This design comes from an exercise in tuning for small area, a short achievable clock period and few clock cycles on the open sky130 flow, not from production work. No functional check of the RTL was part of any run shown here.

==> flow/design.v <==
module hmac_tag (
    input  wire        clk,
    input  wire        rst,
    input  wire        start,
    input  wire [31:0] key,
    input  wire [15:0] msg_len,
    output wire        ready,
    input  wire        in_valid,
    input  wire [7:0]  in_data,
    output wire        in_ready,
    output reg         done,
    output wire [31:0] tag
);
    localparam [2:0] B_NONE = 3'd0, B_KEYI = 3'd1, B_KEYO = 3'd2,
                     B_MSG1 = 3'd3, B_MSGN = 3'd4, B_OUT  = 3'd5;
    localparam [1:0] R_IDLE = 2'd0, R_RUN = 2'd1, R_UPD = 2'd2;
    function [31:0] rotr(input [31:0] x, input integer n);
        rotr = (x >> n) | (x << (32 - n));
    endfunction
    function [31:0] bsig0(input [31:0] x);
        bsig0 = rotr(x, 2) ^ rotr(x, 13) ^ rotr(x, 22);
    endfunction
    function [31:0] bsig1(input [31:0] x);
        bsig1 = rotr(x, 6) ^ rotr(x, 11) ^ rotr(x, 25);
    endfunction
    function [31:0] ssig0(input [31:0] x);
        ssig0 = rotr(x, 7) ^ rotr(x, 18) ^ (x >> 3);
    endfunction
    function [31:0] ssig1(input [31:0] x);
        ssig1 = rotr(x, 17) ^ rotr(x, 19) ^ (x >> 10);
    endfunction
    localparam [2047:0] KTAB = {
        32'h428a2f98, 32'h71374491, 32'hb5c0fbcf, 32'he9b5dba5,
        32'h3956c25b, 32'h59f111f1, 32'h923f82a4, 32'hab1c5ed5,
        32'hd807aa98, 32'h12835b01, 32'h243185be, 32'h550c7dc3,
        32'h72be5d74, 32'h80deb1fe, 32'h9bdc06a7, 32'hc19bf174,
        32'he49b69c1, 32'hefbe4786, 32'h0fc19dc6, 32'h240ca1cc,
        32'h2de92c6f, 32'h4a7484aa, 32'h5cb0a9dc, 32'h76f988da,
        32'h983e5152, 32'ha831c66d, 32'hb00327c8, 32'hbf597fc7,
        32'hc6e00bf3, 32'hd5a79147, 32'h06ca6351, 32'h14292967,
        32'h27b70a85, 32'h2e1b2138, 32'h4d2c6dfc, 32'h53380d13,
        32'h650a7354, 32'h766a0abb, 32'h81c2c92e, 32'h92722c85,
        32'ha2bfe8a1, 32'ha81a664b, 32'hc24b8b70, 32'hc76c51a3,
        32'hd192e819, 32'hd6990624, 32'hf40e3585, 32'h106aa070,
        32'h19a4c116, 32'h1e376c08, 32'h2748774c, 32'h34b0bcb5,
        32'h391c0cb3, 32'h4ed8aa4a, 32'h5b9cca4f, 32'h682e6ff3,
        32'h748f82ee, 32'h78a5636f, 32'h84c87814, 32'h8cc70208,
        32'h90befffa, 32'ha4506ceb, 32'hbef9a3f7, 32'hc67178f2
    };
    reg         rdy_r, in_rdy_r;
    reg         bv;              
    reg  [7:0]  bd;
    reg  [23:0] acc;             
    reg  [1:0]  nacc;
    reg  [15:0] rem;             
    reg  [15:0] mlen;            
    reg         pend;            
    reg         khit;            
    reg  [31:0] key_c;
    reg         kvalid;
    reg  [2:0]  pb;
    reg  [5:0]  tin;
    reg         padded, fin;
    reg  [31:0] x0, x1, x2, x3, x4, x5, x6, x7, x8, x9, x10, x11, x12, x13, x14, x15;
    reg         xv;
    reg  [5:0]  tk;
    reg  [31:0] kw;
    reg         kv;
    reg  [2:0]  rb;
    reg  [1:0]  rs;
    reg  [5:0]  tr;
    reg  [31:0] a, b, c, d, e, f, g, h;
    reg  [31:0] ia0, ia1, ia2, ia3, ie0, ie1, ie2, ie3;    
    reg  [31:0] oa0, oa1, oa2, oa3, oe0, oe1, oe2, oe3;    
    reg  [31:0] ha0, ha1, ha2, ha3, he0, he1, he2, he3;    
    assign ready    = rdy_r;
    assign in_ready = in_rdy_r;
    assign tag      = ha3;
    wire accept = start & rdy_r;
    wire take   = in_valid & in_rdy_r;
    wire rfire  = (rs == R_RUN) & kv;
    wire kwfire = xv & (~kv | rfire);
    wire p_can  = ~xv | kwfire;
    wire is_msg   = (pb == B_MSG1) | (pb == B_MSGN);
    wire sched    = |tin[5:4];
    wire data_end = (rem == 16'd0) & ~bv;
    wire bword    = bv & (nacc == 2'd3);
    reg  [31:0] wgen;
    reg         gen_ok;
    wire [31:0] padp = {4{(pb == B_KEYI) ? 8'h36 : 8'h5c}};
    wire [19:0] bitlen = {mlen + 17'd64, 3'b000};
    reg  [31:0] padword;
    always @* begin
        case (nacc)
            2'd0: padword = 32'h80000000;
            2'd1: padword = {acc[7:0], 24'h800000};
            2'd2: padword = {acc[15:0], 16'h8000};
            default: padword = {acc[23:0], 8'h80};
        endcase
    end
    always @* begin
        wgen   = 32'd0;
        gen_ok = 1'b0;
        case (pb)
            B_KEYI, B_KEYO: begin
                gen_ok = 1'b1;
                wgen   = (tin[3:0] == 4'd0) ? (key_c ^ padp) : padp;
            end
            B_MSG1, B_MSGN: begin
                if (padded) begin
                    gen_ok = 1'b1;
                    wgen   = (tin[3:0] == 4'd15 && fin) ? {12'd0, bitlen} : 32'd0;
                end else if (bword) begin
                    gen_ok = 1'b1;
                    wgen   = {acc, bd};
                end else if (data_end) begin
                    gen_ok = 1'b1;
                    wgen   = padword;
                end
            end
            B_OUT: begin
                gen_ok = (rb == B_OUT) & (rs == R_RUN);
                case (tin[3:0])
                    4'd0: wgen = ha3;
                    4'd1: wgen = ha2;
                    4'd2: wgen = ha1;
                    4'd3: wgen = ha0;
                    4'd4: wgen = he3;
                    4'd5: wgen = he2;
                    4'd6: wgen = he1;
                    4'd7: wgen = he0;
                    4'd8: wgen = 32'h80000000;
                    4'd15: wgen = 32'h00000300;
                    default: wgen = 32'd0;
                endcase
            end
            default: ;
        endcase
    end
    wire [31:0] wsched = ssig1(x1) + x6 + ssig0(x14) + x15;
    wire        p_has  = (pb != B_NONE) & (sched ? ((pb != B_OUT) | (rb == B_OUT)) : gen_ok);
    wire        produce = p_has & p_can;
    wire [31:0] wnew   = sched ? wsched : wgen;
    wire prod_b   = produce & ~sched & is_msg & ~padded & bword;      
    wire prod_pad = produce & ~sched & is_msg & ~padded & ~bword;     
    wire bcons    = bv & ((nacc != 2'd3) | prod_b);
    reg fin_n;
    always @* begin
        fin_n = fin;
        if (prod_pad) fin_n = (tin <= 6'd13);
    end
    wire        pend_start = pend & ((pb == B_NONE) | (produce & (tin == 6'd63) & (pb == B_OUT)));
    wire        bend   = produce & (tin == 6'd63);
    wire        ptrans = bend | pend_start;
    reg  [2:0]  pb_n;
    always @* begin
        pb_n = pb;
        if (bend) begin
            case (pb)
                B_KEYI: pb_n = B_KEYO;
                B_KEYO: pb_n = B_MSG1;
                B_MSG1, B_MSGN: pb_n = ((padded | prod_pad) & fin_n) ? B_OUT : B_MSGN;
                default: pb_n = B_NONE;
            endcase
        end
        if (pend_start)
            pb_n = khit ? B_MSG1 : B_KEYI;
    end
    wire ffs = (rfire & (tr >= 6'd61)) | (rs == R_UPD);
    reg  [31:0] iva, ive;
    always @* begin
        case (tr[1:0])
            2'd1: begin iva = 32'ha54ff53a; ive = 32'h5be0cd19; end
            2'd2: begin iva = 32'h3c6ef372; ive = 32'h1f83d9ab; end
            2'd3: begin iva = 32'hbb67ae85; ive = 32'h9b05688c; end
            default: begin iva = 32'h6a09e667; ive = 32'h510e527f; end
        endcase
    end
    reg  [31:0] cha, che;
    always @* begin
        case (rb)
            B_MSG1:  begin cha = ia0; che = ie0; end
            B_MSGN:  begin cha = ha0; che = he0; end
            B_OUT:   begin cha = oa0; che = oe0; end
            default: begin cha = iva; che = ive; end
        endcase
    end
    wire [31:0] suma = cha + a;
    wire [31:0] sume = che + e;
    wire lds = ((rs == R_UPD) & (pb != B_NONE) & (pb != B_MSGN)) |
               ((rs == R_IDLE) & (pb != B_NONE));
    reg  [255:0] src;
    always @* begin
        case (pb)
            B_MSG1:  src = {ia3, ia2, ia1, ia0, ie3, ie2, ie1, ie0};
            B_MSGN:  src = {ha3, ha2, ha1, ha0, he3, he2, he1, he0};
            B_OUT:   src = {oa3, oa2, oa1, oa0, oe3, oe2, oe1, oe0};
            default: src = {32'h6a09e667, 32'hbb67ae85, 32'h3c6ef372, 32'ha54ff53a,
                            32'h510e527f, 32'h9b05688c, 32'h1f83d9ab, 32'h5be0cd19};
        endcase
    end
    wire [31:0] ch  = (e & f) ^ (~e & g);
    wire [31:0] maj = (a & b) ^ (a & c) ^ (b & c);
    wire [31:0] t1  = h + kw + bsig1(e) + ch;
    wire [31:0] a_n = t1 + bsig0(a) + maj;
    wire [31:0] e_n = d + t1;
    wire [1:0] nacc_n = (prod_b | prod_pad) ? 2'd0 : (bcons ? nacc + 2'd1 : nacc);
    wire       bv_n   = take | (bv & ~bcons);
    wire [15:0] rem_n = accept ? msg_len : (rem - {15'd0, take});
    wire       xv_n   = produce | (xv & ~kwfire);
    wire       padded_n = ptrans ? ((pb_n == B_MSGN) & padded) : (padded | prod_pad);
    wire       sched_n  = ptrans ? 1'b0 : (produce ? (tin >= 6'd15) : sched);
    wire       msg_n    = (pb_n == B_MSG1) | (pb_n == B_MSGN);
    wire       pw_ok_n  = msg_n & ~sched_n & ~padded_n & ~xv_n;
    wire       pend_n   = accept | (pend & ~pend_start);
    always @(posedge clk) begin
        if (take) bd <= in_data;
        if (bcons & ~prod_b & (nacc != 2'd3)) acc <= {acc[15:0], bd};
        if (accept) begin
            mlen <= msg_len;
            if (!(kvalid && key == key_c)) key_c <= key;
        end
        if (produce) begin
            {x15, x14, x13, x12, x11, x10, x9, x8, x7, x6, x5, x4, x3, x2, x1}
                <= {x14, x13, x12, x11, x10, x9, x8, x7, x6, x5, x4, x3, x2, x1, x0};
            x0 <= wnew;
        end
        if (kwfire) kw <= KTAB[2047 - 32*tk -: 32] + x0;
        if (lds) begin
            {a, b, c, d, e, f, g, h} <= src;
        end else if (rfire) begin
            h <= g; g <= f; f <= e; e <= e_n;
            d <= c; c <= b; b <= a; a <= a_n;
        end
        if (ffs) begin
            if (rb == B_KEYI || rb == B_MSG1) begin
                {ia0, ia1, ia2} <= {ia1, ia2, ia3};
                {ie0, ie1, ie2} <= {ie1, ie2, ie3};
                ia3 <= (rb == B_KEYI) ? suma : ia0;
                ie3 <= (rb == B_KEYI) ? sume : ie0;
            end
            if (rb == B_KEYO || rb == B_OUT) begin
                {oa0, oa1, oa2} <= {oa1, oa2, oa3};
                {oe0, oe1, oe2} <= {oe1, oe2, oe3};
                oa3 <= (rb == B_KEYO) ? suma : oa0;
                oe3 <= (rb == B_KEYO) ? sume : oe0;
            end
            if (rb == B_MSG1 || rb == B_MSGN || rb == B_OUT) begin
                {ha0, ha1, ha2, ha3} <= {ha1, ha2, ha3, suma};
                {he0, he1, he2, he3} <= {he1, he2, he3, sume};
            end
        end
        if (rst) begin
            rdy_r    <= 1'b1;
            in_rdy_r <= 1'b0;
            bv       <= 1'b0;
            nacc     <= 2'd0;
            rem      <= 16'd0;
            pend     <= 1'b0;
            khit     <= 1'b0;
            kvalid   <= 1'b0;
            pb       <= B_NONE;
            tin      <= 6'd0;
            padded   <= 1'b0;
            fin      <= 1'b0;
            xv       <= 1'b0;
            tk       <= 6'd0;
            kv       <= 1'b0;
            rb       <= B_NONE;
            rs       <= R_IDLE;
            tr       <= 6'd0;
            done     <= 1'b0;
        end else begin
            bv       <= bv_n;
            nacc     <= nacc_n;
            rem      <= rem_n;
            pend     <= pend_n;
            rdy_r    <= ~pend_n & ((pb_n == B_OUT) | (pb_n == B_NONE));
            in_rdy_r <= (rem_n != 16'd0) & (~bv_n | (nacc_n != 2'd3) | pw_ok_n);
            if (accept) begin
                khit <= kvalid & (key == key_c);
                if (!(kvalid && key == key_c)) kvalid <= 1'b0;
            end
            pb     <= pb_n;
            padded <= padded_n;
            fin    <= ptrans ? ((pb_n == B_MSGN) & padded) : fin_n;
            if (ptrans) tin <= 6'd0;
            else if (produce) tin <= tin + 6'd1;
            xv <= xv_n;
            if (kwfire) tk <= tk + 6'd1;
            kv <= kwfire | (kv & ~rfire);
            if (rfire) tr <= tr + 6'd1;
            done <= 1'b0;
            case (rs)
                R_IDLE: if (lds) begin rb <= pb; rs <= R_RUN; end
                R_RUN:  if (rfire && tr == 6'd63) rs <= R_UPD;
                default: begin  
                    if (rb == B_KEYO) kvalid <= 1'b1;
                    if (rb == B_OUT)  done   <= 1'b1;
                    if (lds) begin rb <= pb; rs <= R_RUN; end
                    else begin rb <= B_NONE; rs <= R_IDLE; end
                end
            endcase
        end
    end
endmodule
==> flow/run.sh <==
#!/bin/bash
# synth_recipe.tcl (not shown) runs the flow's synth.tcl, then flattens the netlist and writes it again
# the make line also repeats each setting of config.mk as NAME=value (left out here)
make -C /OpenROAD-flow-scripts/flow DESIGN_CONFIG=/design/flow/config.mk WORK_HOME=/design/flow/orfs CLKGATE_MAP_FILE= SYNTH_SCRIPT=/design/flow/synth_recipe.tcl finish
==> flow/config.mk <==
export PLATFORM = sky130hd
export DESIGN_NAME = hmac_tag
export DESIGN_NICKNAME = hmac_tag
export VERILOG_FILES = /design/flow/design.v
export SDC_FILE = /design/flow/constraint.sdc
export NUM_CORES = 4
export LEC_CHECK = 0
export CAP_MARGIN = 20
export CORE_MARGIN = 2
export CORE_UTILIZATION = 40
export SLEW_MARGIN = 20
==> flow/constraint.sdc <==
create_clock -name core_clock -period 10.0 [get_ports {clk}]
set_input_delay 2.0000 -clock core_clock [delete_from_list [all_inputs] [get_ports {clk}]]
set_output_delay 2.0000 -clock core_clock [all_outputs]
set_load 0.01 [all_outputs]
==> impl_metrics.toml, run 1 <==
[run_status]
status = "finished clean"

[die]
die_h_um = 472.3
fp.dieW_um = 472.3
start_util = 0.4032
die-area_mm2 = 0.2231
ioPinCount = 95
num_rows = 171
coreArea_mm2 = 0.2176

[worst_setup_path]
rrSetupSlack_ns = 2.12
critPathKind = "reg2reg"
timing.rr.start = "e[2]$_DFFE_PP_"
cp_top_family = "compound AO/OA/AOI/OAI gates"
crit_path_top_delay_cell = "o31ai_1"
rr_endpoint = "a[31]$_DFFE_PP_"
critPathMaxFanout = 6
reg2reg_depth = 25
worstPathArrival_ns = 8.50
critPathBufInv = 3
cpPeakStageDelay_ns = 0.66
start_kind = "flip-flop"
required_ns = 10.62
end_kind = "flip-flop"

[sta]
fmax_ghz = 0.1269
setup_viol_count_final = 0
rsz0062_at_grt = "no"
slew_headroom = 0.1713
min_period_ns = 7.880
whs_ns = 0.3661
tightest_slew_ns = 1.243
hold_viol = 0
clock_skew_ns = 0.08026
period_share = 0.7880
setup_ws_ns = 2.120
maxSlewViolCount = 0

[clock_tree]
cts_hold_buf = 0
clock_sinks = 1703
cts_buffers = 185
cts_buffer_depth = 3
htreeDepth = 4
clk-insertion-delay-late_ns = 0.88
postCtsResizedCells = 0
path_clk_slew_ns = 0.07
cts_post_setup_buffers_inserted = 0
root_buffer = "clkbuf_16"
cts_tree = "built"

[detailed_routing]
drtPass1Iterations = 8
top_layer = "met5"
wl_met2_mm = 141.4
via_per_inst = 5.981
drt_iter0_drc = 7941
route.detailed.drc = 0
route.met3.wl_mm = 28.27
ant_nets = 0
num_vias = 62380
m1WireLength_mm = 129.7
routed_wl_mm = 315.3
wire_per_inst_um = 30.23

[logic_synthesis]
ys_seq_elements = 1703
syn_inst = 7428
yosysSeqAreaShare = 0.5767
syn_nets = 7899
synth.cell_area_mm2 = 0.08773
ys_types = 96
avgSynthCellArea_um2 = 11.81
ys.flop_type = "edfxtp_1"
ys_warn_count = 1
synth_edf_count = 1648
async_reset_ff_frac = 0

[placed_design]
place_hpwl_mm = 224.8
port_buffers = 94
place.gp.congestion = 0.9853
place_inst = 10084
place_ws_ns = 2.243

[min_path]
whs_endpoint = "x9[7]$_DFFE_PN_"
hold_depth = 0
worstHoldStart = "x8[7]$_DFFE_PN_"
hp-class = "reg2reg"

[global_route]
grt_overflow_total = 0
antenna_found_initial = 13
grt_pass1_vias = 59735
grt_usage = 0.2767
grt_max_degree = 204
grt_pass1_wl_mm = 444.6

[layout]
drive_gt1_frac = 0.07478
final_cells = 10430
syn_to_final_growth_pct = 11.79
final_net_count = 7889

[job]
cap_violations = 0
[Yosys cell counts (all sizes together), types with 9 or more instances]
cell type,n,area [µm²]
nor2b,41,256.5
buf,66,257.8
nand3,71,355.3
o21ai,506,2532
nor2,649,2436
o211ai,58,440.4
a221oi,50,437.9
a21oi,705,3536
o21a,27,204.0
o311ai,17,148.9
xnor2,310,2723
a311oi,12,117.6
fa,160,3203
or2,13,81.33
nand3b,20,150.1
o21bai,25,187.7
a31oi,41,256.5
nor3,79,395.4
o2111ai,10,87.58
a22oi,126,945.9
or3,10,67.56
xor2,202,1769
a21o,127,953.4
a21boi,11,82.58
o22ai,71,444.2
mux2i,295,2953
o221ai,19,166.4
a2111oi,20,200.2
nor4,13,87.58
a211oi,54,410.4
ha,251,3141
dfxtp,55,1101
clkbuf,356,1336
nand2b,64,400.4
nand2,447,1678
and3,34,212.7
inv,457,1715
o31ai,16,125.1
edfxtp,1648,49490
and2,31,193.9
a211o,14,122.6
a22o,11,96.34
mux2,84,945.9
nor3b,9,72.57
nand4,50,312.8
[logic make-up (layout without fill, tap and decap cells)]
kind of cell / Yosys count / in the layout / share of synthesized area
xor gates and xnor gates: 512 / 512 / 0.05120
DFF: 1703 / 1703 / 0.5767
other: 0 / 7 / 0
muxes: 381 / 381 / 0.04495
and+or+nand+nor: 1553 / 1553 / 0.07853
buffers and inverters: 879 / 1020 / 0.03772
adders and majority gates: 416 / 416 / 0.07288
AOI/OAI and AO/OA: 1984 / 1984 / 0.1381
[layout by cell type, fill, tap and decap left out, drive strengths merged, types with 54 or more instances in the layout]
cell type / count
nand3: 71
mux2i: 295
a22oi: 126
fa: 160
mux2: 84
o22ai: 71
buf: 132
o21ai: 506
nand2: 447
xor2: 202
o211ai: 58
clkbuf: 221
inv: 462
edfxtp: 1648
nor2: 649
ha: 251
xnor2: 310
a21oi: 705
a211oi: 54
clkinv: 85
nor3: 79
dfxtp: 55
a21o: 127
clkdlybuf4s50: 93
nand2b: 64
[layer usage]
layer  vias up  global-route usage
met5         -                   0
met1     31433              0.3749
li1      27209                   -
met3       590             0.06083
met2      3138              0.4259
met4        10              0.1220
[metrics by stage]
step | TNS [ns] | cell area (µm²) | utilization
after floorplan | -2975.55 | 87730 | -
after global placement | 0 | 91970 | 0.4227
after detailed placement | 0 | 91980 | 0.4227
after CTS | 0 | 98020 | 0.4505
after global routing | 0 | 98050 | 0.4506
final | 0 | 98070 | 0.4507
[layout make-up]
type | instances | area [µm²]
inverter | 457 | 1723
fill | 19719 | 119500
clock inverter | 117 | 1245
timing repair buffer | 225 | 2018
antenna | 7 | 17.52
multi-input combinational | 4846 | 34100
clock buffer | 221 | 4796
tap | 2854 | 3571
sequential | 1703 | 50600
[worst max path at each step]
stage | start | depth (start not counted) | to | slack, ns
2_1_floorplan | rs[0]$_SDFFE_PP0P_ | 6 | oa0[0]$_DFFE_PP_ | -4.65
3_3_place_gp | e[2]$_DFFE_PP_ | 25 | a[31]$_DFFE_PP_ | 2.23
3_5_place_dp | e[2]$_DFFE_PP_ | 25 | a[31]$_DFFE_PP_ | 2.24
4_1_cts | e[2]$_DFFE_PP_ | 25 | a[31]$_DFFE_PP_ | 2.18
5_1_grt | e[2]$_DFFE_PP_ | 27 | a[31]$_DFFE_PP_ | 1.75
6_report | e[2]$_DFFE_PP_ | 25 | a[31]$_DFFE_PP_ | 2.12
==> run 2, diff against run 1 <==
--- a/flow/design.v
+++ b/flow/design.v
@@ -15,3 +15,3 @@
                      B_MSG1 = 3'd3, B_MSGN = 3'd4, B_OUT  = 3'd5;
-    localparam [1:0] R_IDLE = 2'd0, R_RUN = 2'd1, R_UPD = 2'd2;
+    localparam [1:0] R_IDLE = 2'd0, R_RUN = 2'd1, R_SH = 2'd2;
     function [31:0] rotr(input [31:0] x, input integer n);
@@ -71,2 +71,5 @@
     reg  [5:0]  tr;
+    reg  [1:0]  sc;              
+    reg         doff, shld;      
+    reg  [2:0]  rbn;
     reg  [31:0] a, b, c, d, e, f, g, h;
@@ -168,9 +171,10 @@
     end
-    wire ffs = (rfire & (tr >= 6'd61)) | (rs == R_UPD);
+    wire ffs = (rs == R_SH) & doff;
+    wire lds = (rs == R_SH) & shld;
     reg  [31:0] iva, ive;
     always @* begin
-        case (tr[1:0])
-            2'd1: begin iva = 32'ha54ff53a; ive = 32'h5be0cd19; end
-            2'd2: begin iva = 32'h3c6ef372; ive = 32'h1f83d9ab; end
-            2'd3: begin iva = 32'hbb67ae85; ive = 32'h9b05688c; end
+        case (sc)
+            2'd0: begin iva = 32'ha54ff53a; ive = 32'h5be0cd19; end
+            2'd1: begin iva = 32'h3c6ef372; ive = 32'h1f83d9ab; end
+            2'd2: begin iva = 32'hbb67ae85; ive = 32'h9b05688c; end
             default: begin iva = 32'h6a09e667; ive = 32'h510e527f; end
@@ -187,14 +191,11 @@
     end
-    wire [31:0] suma = cha + a;
-    wire [31:0] sume = che + e;
-    wire lds = ((rs == R_UPD) & (pb != B_NONE) & (pb != B_MSGN)) |
-               ((rs == R_IDLE) & (pb != B_NONE));
-    reg  [255:0] src;
+    wire [31:0] suma = cha + d;
+    wire [31:0] sume = che + h;
+    reg  [31:0] nxa, nxe;
     always @* begin
-        case (pb)
-            B_MSG1:  src = {ia3, ia2, ia1, ia0, ie3, ie2, ie1, ie0};
-            B_MSGN:  src = {ha3, ha2, ha1, ha0, he3, he2, he1, he0};
-            B_OUT:   src = {oa3, oa2, oa1, oa0, oe3, oe2, oe1, oe0};
-            default: src = {32'h6a09e667, 32'hbb67ae85, 32'h3c6ef372, 32'ha54ff53a,
-                            32'h510e527f, 32'h9b05688c, 32'h1f83d9ab, 32'h5be0cd19};
+        case (rbn)
+            B_MSG1:  begin nxa = ia0; nxe = ie0; end
+            B_MSGN:  begin nxa = suma; nxe = sume; end
+            B_OUT:   begin nxa = oa0; nxe = oe0; end
+            default: begin nxa = iva; nxe = ive; end
         endcase
@@ -203,5 +204,20 @@
     wire [31:0] maj = (a & b) ^ (a & c) ^ (b & c);
-    wire [31:0] t1  = h + kw + bsig1(e) + ch;
-    wire [31:0] a_n = t1 + bsig0(a) + maj;
-    wire [31:0] e_n = d + t1;
+    wire [31:0] s1e = bsig1(e);
+    wire [31:0] s0a = bsig0(a);
+    wire [31:0] ap1 = s0a ^ maj ^ s1e;
+    wire [31:0] aq1 = {((s0a & maj) | (s0a & s1e) | (maj & s1e)), 1'b0} >> 0;
+    wire [31:0] ar1 = h ^ kw ^ ch;
+    wire [31:0] as1 = {((h & kw) | (h & ch) | (kw & ch)), 1'b0} >> 0;
+    wire [31:0] ap2 = ap1 ^ aq1 ^ ar1;
+    wire [31:0] aq2 = {((ap1 & aq1) | (ap1 & ar1) | (aq1 & ar1)), 1'b0} >> 0;
+    wire [31:0] ap3 = ap2 ^ aq2 ^ as1;
+    wire [31:0] aq3 = {((ap2 & aq2) | (ap2 & as1) | (aq2 & as1)), 1'b0} >> 0;
+    wire [31:0] a_n = ap3 + aq3;
+    wire [31:0] ep0 = d ^ h ^ kw;
+    wire [31:0] eq0 = {((d & h) | (d & kw) | (h & kw)), 1'b0} >> 0;
+    wire [31:0] ep1 = ep0 ^ eq0 ^ s1e;
+    wire [31:0] eq1 = {((ep0 & eq0) | (ep0 & s1e) | (eq0 & s1e)), 1'b0} >> 0;
+    wire [31:0] ep2 = ep1 ^ eq1 ^ ch;
+    wire [31:0] eq2 = {((ep1 & eq1) | (ep1 & ch) | (eq1 & ch)), 1'b0} >> 0;
+    wire [31:0] e_n = ep2 + eq2;
     wire [1:0] nacc_n = (prod_b | prod_pad) ? 2'd0 : (bcons ? nacc + 2'd1 : nacc);
@@ -228,25 +244,23 @@
         if (kwfire) kw <= KTAB[2047 - 32*tk -: 32] + x0;
-        if (lds) begin
-            {a, b, c, d, e, f, g, h} <= src;
-        end else if (rfire) begin
-            h <= g; g <= f; f <= e; e <= e_n;
-            d <= c; c <= b; b <= a; a <= a_n;
+        if (rfire | (rs == R_SH)) begin
+            h <= g; g <= f; f <= e;
+            d <= c; c <= b; b <= a;
+            a <= rfire ? a_n : nxa;
+            e <= rfire ? e_n : nxe;
         end
-        if (ffs) begin
-            if (rb == B_KEYI || rb == B_MSG1) begin
-                {ia0, ia1, ia2} <= {ia1, ia2, ia3};
-                {ie0, ie1, ie2} <= {ie1, ie2, ie3};
-                ia3 <= (rb == B_KEYI) ? suma : ia0;
-                ie3 <= (rb == B_KEYI) ? sume : ie0;
-            end
-            if (rb == B_KEYO || rb == B_OUT) begin
-                {oa0, oa1, oa2} <= {oa1, oa2, oa3};
-                {oe0, oe1, oe2} <= {oe1, oe2, oe3};
-                oa3 <= (rb == B_KEYO) ? suma : oa0;
-                oe3 <= (rb == B_KEYO) ? sume : oe0;
-            end
-            if (rb == B_MSG1 || rb == B_MSGN || rb == B_OUT) begin
-                {ha0, ha1, ha2, ha3} <= {ha1, ha2, ha3, suma};
-                {he0, he1, he2, he3} <= {he1, he2, he3, sume};
-            end
+        if ((ffs & (rb == B_KEYI || rb == B_MSG1)) | (lds & (rbn == B_MSG1))) begin
+            {ia0, ia1, ia2} <= {ia1, ia2, ia3};
+            {ie0, ie1, ie2} <= {ie1, ie2, ie3};
+            ia3 <= (ffs & (rb == B_KEYI)) ? suma : ia0;
+            ie3 <= (ffs & (rb == B_KEYI)) ? sume : ie0;
+        end
+        if ((ffs & (rb == B_KEYO || rb == B_OUT)) | (lds & (rbn == B_OUT))) begin
+            {oa0, oa1, oa2} <= {oa1, oa2, oa3};
+            {oe0, oe1, oe2} <= {oe1, oe2, oe3};
+            oa3 <= (ffs & (rb == B_KEYO)) ? suma : oa0;
+            oe3 <= (ffs & (rb == B_KEYO)) ? sume : oe0;
+        end
+        if (ffs & (rb == B_MSG1 || rb == B_MSGN || rb == B_OUT)) begin
+            {ha0, ha1, ha2, ha3} <= {ha1, ha2, ha3, suma};
+            {he0, he1, he2, he3} <= {he1, he2, he3, sume};
         end
@@ -271,2 +285,6 @@
             tr       <= 6'd0;
+            sc       <= 2'd0;
+            doff     <= 1'b0;
+            shld     <= 1'b0;
+            rbn      <= B_NONE;
             done     <= 1'b0;
@@ -294,9 +312,17 @@
             case (rs)
-                R_IDLE: if (lds) begin rb <= pb; rs <= R_RUN; end
-                R_RUN:  if (rfire && tr == 6'd63) rs <= R_UPD;
+                R_IDLE: if (pb != B_NONE) begin
+                    rs <= R_SH; sc <= 2'd0; doff <= 1'b0; shld <= 1'b1; rbn <= pb;
+                end
+                R_RUN: if (rfire && tr == 6'd63) begin
+                    rs <= R_SH; sc <= 2'd0; doff <= 1'b1;
+                    shld <= (pb != B_NONE); rbn <= pb;
+                end
                 default: begin  
-                    if (rb == B_KEYO) kvalid <= 1'b1;
-                    if (rb == B_OUT)  done   <= 1'b1;
-                    if (lds) begin rb <= pb; rs <= R_RUN; end
-                    else begin rb <= B_NONE; rs <= R_IDLE; end
+                    sc <= sc + 2'd1;
+                    if (sc == 2'd3) begin
+                        if (doff && rb == B_KEYO) kvalid <= 1'b1;
+                        if (doff && rb == B_OUT)  done   <= 1'b1;
+                        if (shld) begin rb <= rbn; rs <= R_RUN; end
+                        else begin rb <= B_NONE; rs <= R_IDLE; end
+                    end
                 end
--- a/flow/config.mk
+++ b/flow/config.mk
@@ -7,2 +7,3 @@
 export LEC_CHECK = 0
+export ABC_CLOCK_PERIOD_IN_PS = 4000
 export CAP_MARGIN = 20
@@ -10,2 +11,3 @@
 export CORE_UTILIZATION = 40
+export SETUP_SLACK_MARGIN = 5
 export SLEW_MARGIN = 20
==> run 2 against run 1 <==
Net effect: still clean on timing, DRC and antenna; sequential cell count up 7; worst hold slack better by 0.036 ns; global-route usage down 1.4 points; first-iteration DRC count down 10%; setup slack better by 2.6 ns; critical path depth down 7; largest cell class unchanged.
==> impl_metrics.toml, run 2 <==
[run_status]
status = "finished clean"

[global_route]
grt_max_degree = 203
grt_usage = 0.2629
antenna_found_initial = 8
grt_pass1_vias = 53337
grt_pass1_wl_mm = 395.7
grt_overflow_total = 0

[clock_tree]
clk-insertion-delay-late_ns = 0.85
cts_buffers = 180
htreeDepth = 4
cts_tree = "built"
cts_buffer_depth = 3
path_clk_slew_ns = 0.06
clock_sinks = 1710
root_buffer = "clkbuf_16"

[sta]
clock_skew_ns = 0.05399
fmax_ghz = 0.1899
hold_viol = 0
rsz0062_at_grt = "yes"
setup_ws_ns = 4.733
period_share = 0.5267
whs_ns = 0.4017
setup_tns_ns = 0
setup_viol_count_final = 0
maxSlewViolCount = 0
slew_headroom = 0.1938
min_period_ns = 5.267
tightest_slew_ns = 1.199

[logic_synthesis]
ys_types = 95
synth_top_family_by_area = "compound AO/OA/AOI/OAI gates"
synth_commonest_cells = "1648 x edfxtp_1, 505 x inv_1, 358 x a21oi_1"
yosysSeqAreaShare = 0.6093
synth_compound_area_frac = 0.1178
syn_inst = 6287
synthAdderAreaFrac = 0.1044
netlist.top_cell.by_area = "edfxtp_1"
ys_seq_elements = 1710
async_reset_ff_frac = 0
synth_edf_count = 1648
avgSynthCellArea_um2 = 13.24
synthXorXnorAreaFrac = 0.05374
synthMuxAreaShare = 0.01688
syn_nets = 6850
synth.cell_area_mm2 = 0.08326
synth_simple_gate_area_frac = 0.06181
ys_warn_count = 1
synthTopCellsByArea = "edfxtp_1 59%, fa_1 6.7%, xnor2_1 3.7%"
ys.flop_type = "edfxtp_1"
synth_top_area_frac = 0.5944
synth_most_common_cell = "edfxtp_1"

[worst_setup_path]
rr_endpoint = "a[26]$_DFFE_PP_"
timing.rr.start = "e[14]$_DFFE_PP_"
reg2reg_depth = 18
critPathCapture = "a[26]$_DFFE_PP_"
crit_top_cell = "fa_1"
rrSetupSlack_ns = 4.73
crit_start = "e[14]$_DFFE_PP_"
end_kind = "flip-flop"
critPathKind = "reg2reg"
worstPathArrival_ns = 5.81
cpPeakStageDelay_ns = 0.53
crit_path_top_delay_cell = "edfxtp_1"
start_kind = "flip-flop"
required_ns = 10.54
crit_chain = "xnor2_1, xnor2_2, fa_1, inv_1, fa_1, inv_1, fa_1, ha_2, or4_1, o211ai_1, a31oi_4, nor4_4, o31ai_4, a211o_1, a21o_1, a21oi_2, xor2_2, a21oi_1"
critPathMaxFanout = 6

[layout]
syn_to_final_growth_pct = 17.05
nFillCells = 18192
mostFrequentLayoutCell = "edfxtp_1"
drive_gt1_frac = 0.1486
final_cells = 9516
multiInputGateArea_mm2 = 0.03158
final_net_count = 7139
mostFrequentLayoutCells = "1648 x edfxtp_1, 500 x inv_1, 337 x nand2_1, 332 x nor2_1, 330 x a21oi_1"
seq_area_mm2 = 0.05075
post-route-util = 0.4706

[die]
start_util = 0.4021
ioPinCount = 95
die-area_mm2 = 0.2118
die_h_um = 460.2
num_rows = 167
fp.dieW_um = 460.2
coreArea_mm2 = 0.2071

[placed_design]
place_inst = 8976
place.gp.congestion = 0.9760
place_hpwl_mm = 201.7
place_ws_ns = 2.443
port_buffers = 94

[detailed_routing]
num_vias = 55329
via_per_inst = 5.814
wire_per_inst_um = 29.76
drt_iter0_drc = 7109
ant_nets = 0
route.detailed.drc = 0
drtPass1Iterations = 7
routed_wl_mm = 283.2

[min_path]
hp-class = "reg2reg"

[job]
cap_violations = 0
==> run 2: stage by stage <==
step	area [µm²]
3_5_place_dp	87650
5_1_grt	97440
2_1_floorplan	83380
6_report	97460
4_1_cts	96040
3_3_place_gp	87650
==> run 2: cells by family (layout without fill, tap and decap cells) <==
kind of cell,after synthesis,count (layout)
XOR/XNOR,510,512
buffers and inverters,799,1231
multiplexers,128,128
AND/OR/NAND/NOR,1123,1125
other,0,5
AO/OA/AOI/OAI,1484,1484
adder cells (fa/ha/maj),533,533
flip-flops,1710,1710
==> run 2: how the worst min path moves through the flow <==
stage,startpoint,to,slack (ns),cells after the start
after floorplan,ia1[0]$_DFFE_PP_,ia0[0]$_DFFE_PP_,0.40,0
after global placement,ie2[26]$_DFFE_PP_,ie1[26]$_DFFE_PP_,0.40,0
after detailed placement,ia1[11]$_DFFE_PP_,ia0[11]$_DFFE_PP_,0.40,0
after CTS,x4[27]$_DFFE_PN_,x5[27]$_DFFE_PN_,0.41,0
after global routing,oe3[3]$_DFFE_PP_,oe2[3]$_DFFE_PP_,0.41,0
final,oa1[22]$_DFFE_PP_,oa0[22]$_DFFE_PP_,0.40,0
==> run 2: area by class of cell <==
| cell class | count | share of cell area |
|---|---|---|
| diodes | 5 | 0.0001284 |
| clock buffers | 229 | 0.04936 |
| clock inverters | 100 | 0.01250 |
| inverters | 509 | 0.01986 |
| multi-input cells | 3782 | 0.3240 |
| flip-flops and latches | 1710 | 0.5207 |
| well taps | 2788 | 0.03579 |
| repair buffers | 393 | 0.03762 |
==> run 2: per-layer routing <==
metal,GRT usage,vias up,part of all wire
met5,0,-,0.00011
met1,0.3527,28039,0.40
li1,-,23777,-
met2,0.4035,2876,0.45
met4,0.1441,4,0.065
met3,0.04934,633,0.084
==> run 2: worst max-delay path: cells and delay by family, from the launching register on <==
kind / cells / cell delay (ns)
AOI/OAI and AO/OA: 7 / 1.15
xor gates and xnor gates: 3 / 0.83
adders and majority gates: 4 / 1.52
buffers and inverters: 2 / 0.16
DFF: 1 / 0.53
and+or+nand+nor: 2 / 0.77
==> run 2: what timing repair did <==
action | 4_1_cts | 5_1_grt
gates cloned | 4 | 4
hold buffers | 0 | 0
endpoints found under the hold margin | 0 | 0
setup endpoints to repair | 172 | 58
setup buffers | 139 | 56
pin swaps | 61 | 52
resized for setup | 230 | 173
==> run 3, diff against run 2 <==
--- a/flow/design.v
+++ b/flow/design.v
@@ -15,3 +15,3 @@
                      B_MSG1 = 3'd3, B_MSGN = 3'd4, B_OUT  = 3'd5;
-    localparam [1:0] R_IDLE = 2'd0, R_RUN = 2'd1, R_SH = 2'd2;
+    localparam [1:0] R_IDLE = 2'd0, R_RUN = 2'd1, R_SH = 2'd2, R_PRE = 2'd3;
     function [31:0] rotr(input [31:0] x, input integer n);
@@ -66,3 +66,7 @@
     reg  [5:0]  tk;
-    reg  [31:0] kw;
+    reg  [31:0] gm;              
+    reg  [31:0] dl;              
+    reg  [31:0] t1r;             
+    reg  [31:0] kreg;            
+    wire [5:0]  tk1 = tk + 6'd1;
     reg         kv;
@@ -71,3 +75,4 @@
     reg  [5:0]  tr;
-    reg  [1:0]  sc;              
+    reg  [1:0]  ph;              
+    reg         shgo;            
     reg         doff, shld;      
@@ -83,4 +88,6 @@
     wire take   = in_valid & in_rdy_r;
-    wire rfire  = (rs == R_RUN) & kv;
-    wire kwfire = xv & (~kv | rfire);
+    wire afire  = (rs == R_RUN) & (kv | (tr == 6'd63));
+    wire efire  = ((rs == R_RUN) & (tr != 6'd63) & kv) | ((rs == R_PRE) & kv);
+    wire kst_ok = ((rs == R_RUN) & (tk != 6'd0)) | (rs == R_PRE) | (step & shld & (ph == 2'd3));
+    wire kwfire = xv & (~kv | efire) & kst_ok;
     wire p_can  = ~xv | kwfire;
@@ -90,2 +97,10 @@
     wire bword    = bv & (nacc == 2'd3);
+    wire [1:0]  hsp = 2'd3 - tin[1:0] - ph;
+    reg  [31:0] hsw;
+    always @* begin
+        case ({tin[2], hsp})
+            3'd0: hsw = ha0; 3'd1: hsw = ha1; 3'd2: hsw = ha2; 3'd3: hsw = ha3;
+            3'd4: hsw = he0; 3'd5: hsw = he1; 3'd6: hsw = he2; default: hsw = he3;
+        endcase
+    end
     reg  [31:0] wgen;
@@ -124,12 +139,5 @@
             B_OUT: begin
-                gen_ok = (rb == B_OUT) & (rs == R_RUN);
+                gen_ok = (rb == B_OUT) & ((rs == R_RUN) | (rs == R_PRE));
                 case (tin[3:0])
-                    4'd0: wgen = ha3;
-                    4'd1: wgen = ha2;
-                    4'd2: wgen = ha1;
-                    4'd3: wgen = ha0;
-                    4'd4: wgen = he3;
-                    4'd5: wgen = he2;
-                    4'd6: wgen = he1;
-                    4'd7: wgen = he0;
+                    4'd0, 4'd1, 4'd2, 4'd3, 4'd4, 4'd5, 4'd6, 4'd7: wgen = hsw;
                     4'd8: wgen = 32'h80000000;
@@ -171,7 +179,14 @@
     end
-    wire ffs = (rs == R_SH) & doff;
-    wire lds = (rs == R_SH) & shld;
+    wire step = (rs == R_SH) & ((ph == 2'd0) | shgo);
+    wire ffs = step & doff;
+    wire [31:0] hsel = (efire | step) ? g : h;
+    wire [31:0] dsel = afire ? b : (((rs == R_PRE) & ~efire) ? d : c);
+    wire [31:0] gp   = kreg ^ x0 ^ hsel;
+    wire [31:0] gq   = {((kreg & x0) | (kreg & hsel) | (x0 & hsel)), 1'b0} >> 0;
+    wire [31:0] dp   = gp ^ gq ^ dsel;
+    wire [31:0] dq   = {((gp & gq) | (gp & dsel) | (gq & dsel)), 1'b0} >> 0;
+    wire lds = step & shld;
     reg  [31:0] iva, ive;
     always @* begin
-        case (sc)
+        case (ph)
             2'd0: begin iva = 32'ha54ff53a; ive = 32'h5be0cd19; end
@@ -202,22 +217,15 @@
     end
-    wire [31:0] ch  = (e & f) ^ (~e & g);
-    wire [31:0] maj = (a & b) ^ (a & c) ^ (b & c);
     wire [31:0] s1e = bsig1(e);
     wire [31:0] s0a = bsig0(a);
-    wire [31:0] ap1 = s0a ^ maj ^ s1e;
-    wire [31:0] aq1 = {((s0a & maj) | (s0a & s1e) | (maj & s1e)), 1'b0} >> 0;
-    wire [31:0] ar1 = h ^ kw ^ ch;
-    wire [31:0] as1 = {((h & kw) | (h & ch) | (kw & ch)), 1'b0} >> 0;
-    wire [31:0] ap2 = ap1 ^ aq1 ^ ar1;
-    wire [31:0] aq2 = {((ap1 & aq1) | (ap1 & ar1) | (aq1 & ar1)), 1'b0} >> 0;
-    wire [31:0] ap3 = ap2 ^ aq2 ^ as1;
-    wire [31:0] aq3 = {((ap2 & aq2) | (ap2 & as1) | (aq2 & as1)), 1'b0} >> 0;
-    wire [31:0] a_n = ap3 + aq3;
-    wire [31:0] ep0 = d ^ h ^ kw;
-    wire [31:0] eq0 = {((d & h) | (d & kw) | (h & kw)), 1'b0} >> 0;
-    wire [31:0] ep1 = ep0 ^ eq0 ^ s1e;
-    wire [31:0] eq1 = {((ep0 & eq0) | (ep0 & s1e) | (eq0 & s1e)), 1'b0} >> 0;
-    wire [31:0] ep2 = ep1 ^ eq1 ^ ch;
-    wire [31:0] eq2 = {((ep1 & eq1) | (ep1 & ch) | (eq1 & ch)), 1'b0} >> 0;
-    wire [31:0] e_n = ep2 + eq2;
+    wire [31:0] ch  = (e & f) | (~e & g);
+    wire [31:0] maj = (a & (b | c)) | (b & c);
+    wire [31:0] tp  = gm ^ s1e ^ ch;
+    wire [31:0] tq  = {((gm & s1e) | (gm & ch) | (s1e & ch)), 1'b0} >> 0;
+    wire [31:0] t1n = tp + tq;
+    wire [31:0] ep  = dl ^ s1e ^ ch;
+    wire [31:0] eq  = {((dl & s1e) | (dl & ch) | (s1e & ch)), 1'b0} >> 0;
+    wire [31:0] e_n = ep + eq;
+    wire [31:0] ap  = t1r ^ s0a ^ maj;
+    wire [31:0] aq  = {((t1r & s0a) | (t1r & maj) | (s0a & maj)), 1'b0} >> 0;
+    wire [31:0] a_n = ap + aq;
     wire [1:0] nacc_n = (prod_b | prod_pad) ? 2'd0 : (bcons ? nacc + 2'd1 : nacc);
@@ -225,2 +233,3 @@
     wire [15:0] rem_n = accept ? msg_len : (rem - {15'd0, take});
+    wire       rem_nz_n = accept ? (msg_len != 16'd0) : (take ? (rem != 16'd1) : (rem != 16'd0));
     wire       xv_n   = produce | (xv & ~kwfire);
@@ -243,25 +252,25 @@
         end
-        if (kwfire) kw <= KTAB[2047 - 32*tk -: 32] + x0;
-        if (rfire | (rs == R_SH)) begin
-            h <= g; g <= f; f <= e;
+        gm <= gp + gq;
+        dl <= dp + dq;
+        if (afire | step) begin
             d <= c; c <= b; b <= a;
-            a <= rfire ? a_n : nxa;
-            e <= rfire ? e_n : nxe;
+            a <= afire ? a_n : nxa;
         end
-        if ((ffs & (rb == B_KEYI || rb == B_MSG1)) | (lds & (rbn == B_MSG1))) begin
-            {ia0, ia1, ia2} <= {ia1, ia2, ia3};
-            {ie0, ie1, ie2} <= {ie1, ie2, ie3};
-            ia3 <= (ffs & (rb == B_KEYI)) ? suma : ia0;
-            ie3 <= (ffs & (rb == B_KEYI)) ? sume : ie0;
-        end
-        if ((ffs & (rb == B_KEYO || rb == B_OUT)) | (lds & (rbn == B_OUT))) begin
-            {oa0, oa1, oa2} <= {oa1, oa2, oa3};
-            {oe0, oe1, oe2} <= {oe1, oe2, oe3};
-            oa3 <= (ffs & (rb == B_KEYO)) ? suma : oa0;
-            oe3 <= (ffs & (rb == B_KEYO)) ? sume : oe0;
-        end
-        if (ffs & (rb == B_MSG1 || rb == B_MSGN || rb == B_OUT)) begin
-            {ha0, ha1, ha2, ha3} <= {ha1, ha2, ha3, suma};
-            {he0, he1, he2, he3} <= {he1, he2, he3, sume};
+        if (efire | step) begin
+            h <= g; g <= f; f <= e;
+            e <= efire ? e_n : nxe;
         end
+        if (efire) t1r <= t1n;
+        {ia0, ia1, ia2} <= {ia1, ia2, ia3};
+        {ie0, ie1, ie2} <= {ie1, ie2, ie3};
+        ia3 <= (ffs & (rb == B_KEYI)) ? suma : ia0;
+        ie3 <= (ffs & (rb == B_KEYI)) ? sume : ie0;
+        {oa0, oa1, oa2} <= {oa1, oa2, oa3};
+        {oe0, oe1, oe2} <= {oe1, oe2, oe3};
+        oa3 <= (ffs & (rb == B_KEYO)) ? suma : oa0;
+        oe3 <= (ffs & (rb == B_KEYO)) ? sume : oe0;
+        {ha0, ha1, ha2} <= {ha1, ha2, ha3};
+        {he0, he1, he2} <= {he1, he2, he3};
+        ha3 <= (ffs & (rb == B_MSG1 || rb == B_MSGN || rb == B_OUT)) ? suma : ha0;
+        he3 <= (ffs & (rb == B_MSG1 || rb == B_MSGN || rb == B_OUT)) ? sume : he0;
         if (rst) begin
@@ -281,2 +290,3 @@
             tk       <= 6'd0;
+            kreg     <= 32'h428a2f98;
             kv       <= 1'b0;
@@ -285,3 +295,4 @@
             tr       <= 6'd0;
-            sc       <= 2'd0;
+            ph       <= 2'd0;
+            shgo     <= 1'b0;
             doff     <= 1'b0;
@@ -296,3 +307,3 @@
             rdy_r    <= ~pend_n & ((pb_n == B_OUT) | (pb_n == B_NONE));
-            in_rdy_r <= (rem_n != 16'd0) & (~bv_n | (nacc_n != 2'd3) | pw_ok_n);
+            in_rdy_r <= rem_nz_n & (~bv_n | (nacc_n != 2'd3) | pw_ok_n);
             if (accept) begin
@@ -307,5 +318,9 @@
             xv <= xv_n;
-            if (kwfire) tk <= tk + 6'd1;
-            kv <= kwfire | (kv & ~rfire);
-            if (rfire) tr <= tr + 6'd1;
+            ph <= ph + 2'd1;
+            if (kwfire) begin
+                tk   <= tk + 6'd1;
+                kreg <= KTAB[2047 - 32*tk1 -: 32];
+            end
+            kv <= kwfire | (kv & ~efire);
+            if (afire) tr <= tr + 6'd1;
             done <= 1'b0;
@@ -313,14 +328,15 @@
                 R_IDLE: if (pb != B_NONE) begin
-                    rs <= R_SH; sc <= 2'd0; doff <= 1'b0; shld <= 1'b1; rbn <= pb;
+                    rs <= R_SH; doff <= 1'b0; shld <= 1'b1; rbn <= pb;
                 end
-                R_RUN: if (rfire && tr == 6'd63) begin
-                    rs <= R_SH; sc <= 2'd0; doff <= 1'b1;
+                R_PRE: if (efire) rs <= R_RUN;
+                R_RUN: if (afire && tr == 6'd63) begin
+                    rs <= R_SH; doff <= 1'b1;
                     shld <= (pb != B_NONE); rbn <= pb;
                 end
-                default: begin  
-                    sc <= sc + 2'd1;
-                    if (sc == 2'd3) begin
+                R_SH: begin
+                    shgo <= step & (ph != 2'd3);
+                    if (step && ph == 2'd3) begin
                         if (doff && rb == B_KEYO) kvalid <= 1'b1;
                         if (doff && rb == B_OUT)  done   <= 1'b1;
-                        if (shld) begin rb <= rbn; rs <= R_RUN; end
+                        if (shld) begin rb <= rbn; rs <= R_PRE; end
                         else begin rb <= B_NONE; rs <= R_IDLE; end
--- a/flow/config.mk
+++ b/flow/config.mk
@@ -7,6 +7,5 @@
 export LEC_CHECK = 0
-export ABC_CLOCK_PERIOD_IN_PS = 4000
 export CAP_MARGIN = 20
 export CORE_MARGIN = 2
-export CORE_UTILIZATION = 40
+export CORE_UTILIZATION = 55
 export SETUP_SLACK_MARGIN = 5
==> run 3 against run 2 <==
Net effect: sequential share of layout area fell by 3.8 points; critical path depth rose by 7; first-iteration DRC count fell by 3.2%; synthesized area fell by 2.5%; utilization rose by 16 points; clock skew rose by 0.0093 ns; highest routed layer unchanged; via count rose by 4.3%; count of clock-buffer cells in the layout rose by 29; synthesized cell count rose by 13%.
==> impl_metrics.toml, run 3 <==
[global_route]
grt_max_degree = 92
grt_pass1_vias = 53701
grt_pass1_wl_mm = 380.9
grt_overflow_total = 0
antenna_found_initial = 18
grt_usage = 0.3503

[detailed_routing]
ant_nets = 0
route.detailed.drc = 0
drtPass1Iterations = 7
num_vias = 57724
via_per_inst = 6.168
wire_per_inst_um = 28.73
routed_wl_mm = 268.9
drt_iter0_drc = 6878

[die]
ioPinCount = 95
start_util = 0.5519
die_h_um = 388.2
coreArea_mm2 = 0.1471
num_rows = 141
fp.dieW_um = 388.2
die-area_mm2 = 0.1507

[logic_synthesis]
syn_inst = 7105
ys_warn_count = 1
netlist.top_cell.by_area = "edfxtp_1"
synth_top_area_frac = 0.3136
synth_commonest_cells = "959 x dfxtp_1, 848 x edfxtp_1, 525 x inv_1"
async_reset_ff_frac = 0
syn_nets = 7681
synth.cell_area_mm2 = 0.08120
ys_seq_elements = 1807
ys.flop_type = "dfxtp_1"
synthTopCellsByArea = "edfxtp_1 31%, dfxtp_1 24%, fa_1 5.5%"
yosysSeqAreaShare = 0.5500
synth_edf_count = 848
avgSynthCellArea_um2 = 11.43
synth_most_common_cell = "dfxtp_1"
ys_types = 86

[worst_setup_path]
critPathBufInv = 5
critPathMaxFanout = 4
rr_endpoint = "dl[31]$_DFF_P_"
reg2reg_depth = 25
end_kind = "flip-flop"
timing.rr.start = "tr[1]$_SDFFE_PP0P_"
cpPeakStageDelay_ns = 0.55
worstPathArrival_ns = 6.10
start_kind = "flip-flop"
crit_path_top_delay_cell = "fa_1"
rrSetupSlack_ns = 4.55
required_ns = 10.65
critPathKind = "reg2reg"
cp_top_family = "adder cells"

[clock_tree]
cts_tree = "built"
clk-insertion-delay-late_ns = 0.82
path_clk_slew_ns = 0.06
cts_hold_buf = 0
htreeDepth = 4
clock_sinks = 1807
cts_buffers = 181
root_buffer = "clkbuf_16"
cts_buffer_depth = 3

[min_path]
worstHoldStart = "oe3[1]$_DFF_P_"
hp-class = "reg2reg"
hold_depth = 0
whs_endpoint = "oe2[1]$_DFF_P_"

[layout]
syn_to_final_growth_pct = 14.03
mostFrequentLayoutCell = "dfxtp_1"
final_net_count = 7846
drive_gt1_frac = 0.1138
design_area_mm2 = 0.09260
mostFrequentLayoutCells = "945 x dfxtp_1, 848 x edfxtp_1, 516 x inv_1, 491 x nand2_1, 435 x o21ai_0"

[sta]
rsz0062_at_grt = "yes"
setup_viol_count_final = 0
period_share = 0.5454
hold_viol = 0
min_period_ns = 5.454
clock_skew_ns = 0.06333
maxSlewViolCount = 0
slew_headroom = 0.1104
setup_ws_ns = 4.546
fmax_ghz = 0.1834
tightest_slew_ns = 1.301

[placed_design]
place_hpwl_mm = 198.9
place.gp.congestion = 0.9780
port_buffers = 94
place_ws_ns = 3.400
placed_area_mm2 = 0.08449

[job]
cap_violations = 0

[run_status]
status = "finished clean"
[run 3: changes by cell type after synthesis, moves of 58 or more]
cell      before  now
a21oi_1      358  454
a22oi_1      122   31
dfxtp_1       62  959
edfxtp_1    1648  848
ha_1         223  292
mux2i_1       47  105
nand2_1      346  501
nor2_1       357  430
o21ai_0      262  457
[run 3: logic make-up (layout without fill, tap and decap cells)]
kind of cell	Yosys count	count (layout)	share of synthesized area
mux	225	225	0.03472
fa+ha+maj	546	546	0.1039
compound gates	1767	1767	0.1377
other cells	0	5	0
xor+xnor	539	539	0.05814
flops	1807	1807	0.5500
simple gates	1393	1396	0.07714
buf+inv	828	1144	0.03834
[run 3: timing repair]
item | in CTS | in global routing
pin swaps | 36 | 50
setup buffers | 25 | 60
cloned | 9 | 0
gates resized for setup | 139 | 100
endpoints found under the setup margin | 539 | 299
endpoints found under the hold margin | 0 | 0
[run 3: metal layers]
metal | wire [µm] | vias to the layer above | GRT usage
li1 | - | 25711 | -
met1 | 115600 | 28682 | 0.5197
met2 | 113800 | 2822 | 0.5043
met3 | 27610 | 495 | 0.07231
met4 | 11710 | 14 | 0.1346
met5 | 134 | - | 0
[run 3: cell type report]
| class | instances | area [µm²] |
|---|---|---|
| inverters | 529 | 2022 |
| repair buffers | 276 | 2577 |
| clock inverters | 79 | 818.3 |
| diodes | 5 | 12.51 |
| repair inverters | 2 | 32.53 |
| fillers | 11757 | 54540 |
| multi-input cells | 4473 | 34780 |
| well taps | 1930 | 2415 |
| clock buffers | 258 | 5253 |
| flip-flops and latches | 1807 | 44680 |
[run 3: worst max-delay path by stage]
stage                                   from             endpoint  slack, ns  cells after the start
after global routing      tr[1]$_SDFFE_PP0P_       dl[29]$_DFF_P_       4.37                     25
after global placement    tr[1]$_SDFFE_PP0P_       dl[30]$_DFF_P_       3.40                     23
after CTS                 tr[1]$_SDFFE_PP0P_       dl[31]$_DFF_P_       4.70                     25
after floorplan           rb[1]$_SDFFE_PP0P_  in_rdy_r$_SDFF_PP0_      -6.21                     10
after detailed placement  tr[1]$_SDFFE_PP0P_       dl[31]$_DFF_P_       3.40                     25
final                     tr[1]$_SDFFE_PP0P_       dl[31]$_DFF_P_       4.55                     25
[run 3: stage by stage]
stage / utilization / instances / hold WS [ns] / setup TNS [ns]
final: 0.6293 / 9359 / 0.2955 / 0
after floorplan: - / 7105 / 0.3096 / -2376.66
after detailed placement: 0.5743 / 8923 / 0.3121 / 0
after global placement: 0.5742 / 8923 / 0.3095 / 0
after global routing: 0.6293 / 9355 / 0.3002 / 0
after CTS: 0.6231 / 9294 / 0.2960 / 0
[run 3: worst reg2reg max path, delay by kind of cell (launching register included)]
family / cells / cell delay, ns
compound gates: 7 / 1.58
xor+xnor: 1 / 0.12
mux: 1 / 0.32
simple gates: 6 / 0.91
buf+inv: 5 / 0.38
flops: 1 / 0.36
fa+ha+maj: 5 / 1.64

[afterwards: timing with drivers on the ports]
The flow's constraints put no driver on any port. The routed layouts listed below were extracted and timed again, unchanged, in two steps.
Step 1: set_driving_cell puts a clkbuf_16 on clk and a buf_2 on each other input, an assumption about the parent block.
Step 2 moves the port delays by t, midway between the first and last clock arrival at a register: inputs arrive t later, outputs are due t later. That takes back most of the time a late clock gives input paths.
Slacks: ideal ports / drivers / drivers and shift; pairs: ideal ports / drivers.
| run | shift t [ns] | slack for setup (ns) | hold slack, ns | worst register clock-pin slew, ns | worst slew at a driven data input, ns |
|---|---|---|---|---|---|
| run 1 | 0.937 | 2.120 / 2.120 / 2.120 | 0.366 / 0.366 / 0.366 | 0.07 / 0.07 | 0.04 |
| run 2 | 0.916 | 4.733 / 4.733 / 4.609 | 0.402 / 0.402 / 0.402 | 0.07 / 0.07 | 0.07 |
| run 3 | 0.875 | 4.546 / 4.546 / 4.546 | 0.295 / 0.295 / 0.295 | 0.07 / 0.07 | 0.06 |
After both steps setup and hold are still met in every run listed. For run 2, which loses most, drivers alone change the setup slack by 0.000 ns; drivers and shift together by -0.124 ns.
